From an optimization exercise on the open Yosys and OpenROAD flow, aimed at a short achievable clock period and few clock cycles; shortcuts taken in it are not production practice. Only simulation tests tie the RTL to the original design; equivalence was not proved. Power is estimated from default activity; no workload was simulated.

## ycpu_core
module ycpu_core (
    input  wire        clk,
    input  wire        rst,           
    output reg         bus_req,
    output reg         bus_we,
    output reg  [1:0]  bus_sel,       
    output reg  [14:0] bus_addr,
    output reg  [7:0]  bus_wdata,
    input  wire        bus_ack,
    input  wire        bus_err,
    input  wire [7:0]  bus_rdata,
    output wire        halted,
    output wire        fault,
    output wire [7:0]  pc_out
);
    localparam [3:0] OP_NOP = 4'd0,  OP_AND = 4'd1,  OP_OR  = 4'd2,  OP_NOT = 4'd3,
                     OP_ADD = 4'd4,  OP_SUB = 4'd5,  OP_MUL = 4'd6,  OP_DIV = 4'd7,
                     OP_SHL = 4'd8,  OP_SHR = 4'd9,  OP_ROL = 4'd10, OP_ROR = 4'd11,
                     OP_CPY = 4'd12, OP_CEQ = 4'd13, OP_CGT = 4'd14, OP_CLT = 4'd15;
    localparam [1:0] SEL_IMEM = 2'd0, SEL_DMEM = 2'd1, SEL_DEV = 2'd2;
    localparam [6:0] Q_F0 = 7'b1000000, Q_F1 = 7'b0100000, Q_F2 = 7'b0010000,
                     Q_L1 = 7'b0001000, Q_L2 = 7'b0000100, Q_EX = 7'b0000010,
                     Q_ST = 7'b0000001, Q_NONE = 7'b0000000;
    reg [6:0] st;
    wire st_f0 = st[6], st_f1 = st[5], st_f2 = st[4], st_l1 = st[3],
         st_l2 = st[2], st_ex = st[1], st_st = st[0];
    reg [7:0] pc;         
    reg [7:0] ibank;
    reg [7:0] dbank;
    reg [7:0] ir;         
    reg [7:0] a1, a2;     
    reg [7:0] b1, b2;     
    reg       err;
    reg       halted_r;
    reg       fault_r;
    reg [1:0] dcnt;       
    reg       ex_first;   
    reg       ex_dset;    
    reg [7:0] damag;      
    reg [7:0] drem;       
    reg [7:0] dnum;       
    reg [7:0] dden;       
    reg [7:0] dquo;       
    reg       dneg;       
    wire [3:0] op = ir[3:0];
    wire       h  = ir[7];
    wire       s1 = ir[5];
    wire       s2 = ir[4];
    wire op_nop   = (op == OP_NOP);
    wire op_bin   = (op == OP_AND) || (op == OP_OR) || (op == OP_ADD) || (op == OP_SUB);
    wire op_cmp   = (op == OP_CEQ) || (op == OP_CGT) || (op == OP_CLT);
    wire op_unary = (op == OP_NOT) || (op == OP_SHL) || (op == OP_SHR) ||
                    (op == OP_ROL) || (op == OP_ROR);
    wire op_cpy   = (op == OP_CPY);
    wire op_mul   = (op == OP_MUL);
    wire op_div   = (op == OP_DIV);
    function [10:0] add10;
        input [9:0] a, b;
        input       cin;
  ...
Size in the first run: about 2400 cells after synthesis, roughly 0.017 mm2 of cells after synthesis.
==> flow/config.mk <==
export PLATFORM = sky130hd
export DESIGN_NAME = ycpu_core
export DESIGN_NICKNAME = ycpu_core
export VERILOG_FILES = /design/flow/design.v
export SDC_FILE = /design/flow/constraint.sdc
export NUM_CORES = 4
export LEC_CHECK = 0
export CAP_MARGIN = 20
export CORE_MARGIN = 2
export CORE_UTILIZATION = 40
export SLEW_MARGIN = 20
==> flow/constraint.sdc <==
create_clock -name core_clock -period 15.0 [get_ports {clk}]
set_input_delay 3.0000 -clock core_clock [delete_from_list [all_inputs] [get_ports {clk}]]
set_output_delay 3.0000 -clock core_clock [all_outputs]
set_load 0.01 [all_outputs]
standard.sh (not shown) runs the stock make flow with config.mk's settings and CLKGATE_MAP_FILE= SYNTH_SCRIPT=/design/flow/synth_recipe.tcl, a recipe that flattens the netlist after the stock synthesis.
==> flow/flow/run.sh <==
#!/bin/bash
# Standard ORFS layout with two changes to how it is made:
#  - synthesis leaves adders to ABC instead of mapping them to full-adder
#    cells first (ADDER_MAP_FILE empty), so they are timing-optimised like
#    the rest of the logic; registers are unchanged;
#  - timing repair aims well past the clock period (SETUP_SLACK_MARGIN 11.5),
#    so that the achieved period shrinks;
#  - a sparser core (CORE_UTILIZATION 30) for room to buffer and route.
# Full tool output goes to the ORFS logs (orfs/logs/...) and to standard.log.
set -euo pipefail
bash standard.sh finish SETUP_SLACK_MARGIN=11.5 ADDER_MAP_FILE= CORE_UTILIZATION=30 > standard.log 2>&1
The first run went through all stages and came out clean.
Testbench counts at the start, summed over its fixed seeds: cycles 46,683.
Rerun with:
--- a/flow/flow/run.sh
+++ b/flow/flow/run.sh
@@ -6,6 +6,6 @@
 #  - timing repair aims well past the clock period (SETUP_SLACK_MARGIN 11.5),
 #    so that the achieved period shrinks;
-#  - a sparser core (CORE_UTILIZATION 30) for room to buffer and route.
+#  - a denser core (CORE_UTILIZATION 55, PLACE_DENSITY 0.75) for shorter wires.
 # Full tool output goes to the ORFS logs (orfs/logs/...) and to standard.log.
 set -euo pipefail
-bash standard.sh finish SETUP_SLACK_MARGIN=11.5 ADDER_MAP_FILE= CORE_UTILIZATION=30 > standard.log 2>&1
+bash standard.sh finish SETUP_SLACK_MARGIN=11.5 ADDER_MAP_FILE= CORE_UTILIZATION=55 PLACE_DENSITY=0.75 > standard.log 2>&1
Result: The new run passed the timing, DRC and antenna checks; power climbs by 0.54%; routed wire length increases by 4.1%; via count climbs by 7.6%; synthesized area does not change; clock-buffer cell count is unchanged; cell count fell by 11%; hold slack got worse by 0.011 ns.

ycpu_core again, from the RTL that the note above started with.
Settings: LEC_CHECK=0, CAP_MARGIN=20, CORE_MARGIN=2, CORE_UTILIZATION=40, SLEW_MARGIN=20; clock period 15.0 ns.
==> flow/flow/run.sh <==
#!/bin/bash
# Standard ORFS layout with two changes to how it is made:
#  - synthesis leaves adders to ABC instead of mapping them to full-adder
#    cells first (ADDER_MAP_FILE empty), so they are timing-optimised like
#    the rest of the logic; registers are unchanged;
#  - timing repair aims well past the clock period (SETUP_SLACK_MARGIN 12.5),
#    so that the achieved period shrinks.
# Full tool output goes to the ORFS logs (orfs/logs/...) and to standard.log.
set -euo pipefail
bash standard.sh finish SETUP_SLACK_MARGIN=12.5 ADDER_MAP_FILE= > standard.log 2>&1
The starting point went through all stages and came out clean.
Testbench counts at the start, summed over its fixed seeds: cycles 46,683.
==> next run, changes <==
--- a/flow/flow/run.sh
+++ b/flow/flow/run.sh
@@ -5,3 +5,3 @@
 #    the rest of the logic; registers are unchanged;
-#  - timing repair aims well past the clock period (SETUP_SLACK_MARGIN 12.5),
+#  - timing repair aims well past the clock period (SETUP_SLACK_MARGIN 11),
 #    so that the achieved period shrinks.
@@ -9,2 +9,2 @@
 set -euo pipefail
-bash standard.sh finish SETUP_SLACK_MARGIN=12.5 ADDER_MAP_FILE= > standard.log 2>&1
+bash standard.sh finish SETUP_SLACK_MARGIN=11 ADDER_MAP_FILE= > standard.log 2>&1
Effect: Power falls by a few percent; wire length shrinks by a little under a tenth; via count is lower by a few percent; non-clock buffer count came out lower by 157; cell area fell by roughly a tenth; die area stays the same; synthesized area stays the same; global-route usage is lower by 1.9 points; worst hold slack degrades by 10 ps; maximum frequency increases slightly.

[re-timing with driven ports]
In the flow no input, the clock included, has a driving cell. The finished layouts below were timed again as built, in two steps. Step 1, drivers: a clkbuf_16 drives clk and a buf_2 each remaining input, both assumed. Step 2 also shifts input and output timing later by t, the mid clock arrival at the registers, as if the neighbouring blocks saw the same clock. Three values: ideal, step 1, step 2; two values: the first two.
run	t, ns	setup slack, ns	worst setup path at the end
the first run of note 1	0.508	10.773 / 10.781 / 10.274	input to register
the second run of note 1	0.491	10.300 / 10.299 / 10.069	input to register
the first run of note 2	0.504	10.782 / 10.735 / 10.274	input to register
the second run of note 2	0.503	10.845 / 10.801 / 10.326	input to register
After both steps every run listed still meets setup and hold. For the second run of note 2, which loses most, drivers alone change the setup slack by -0.044 ns; drivers and shift together by -0.519 ns.
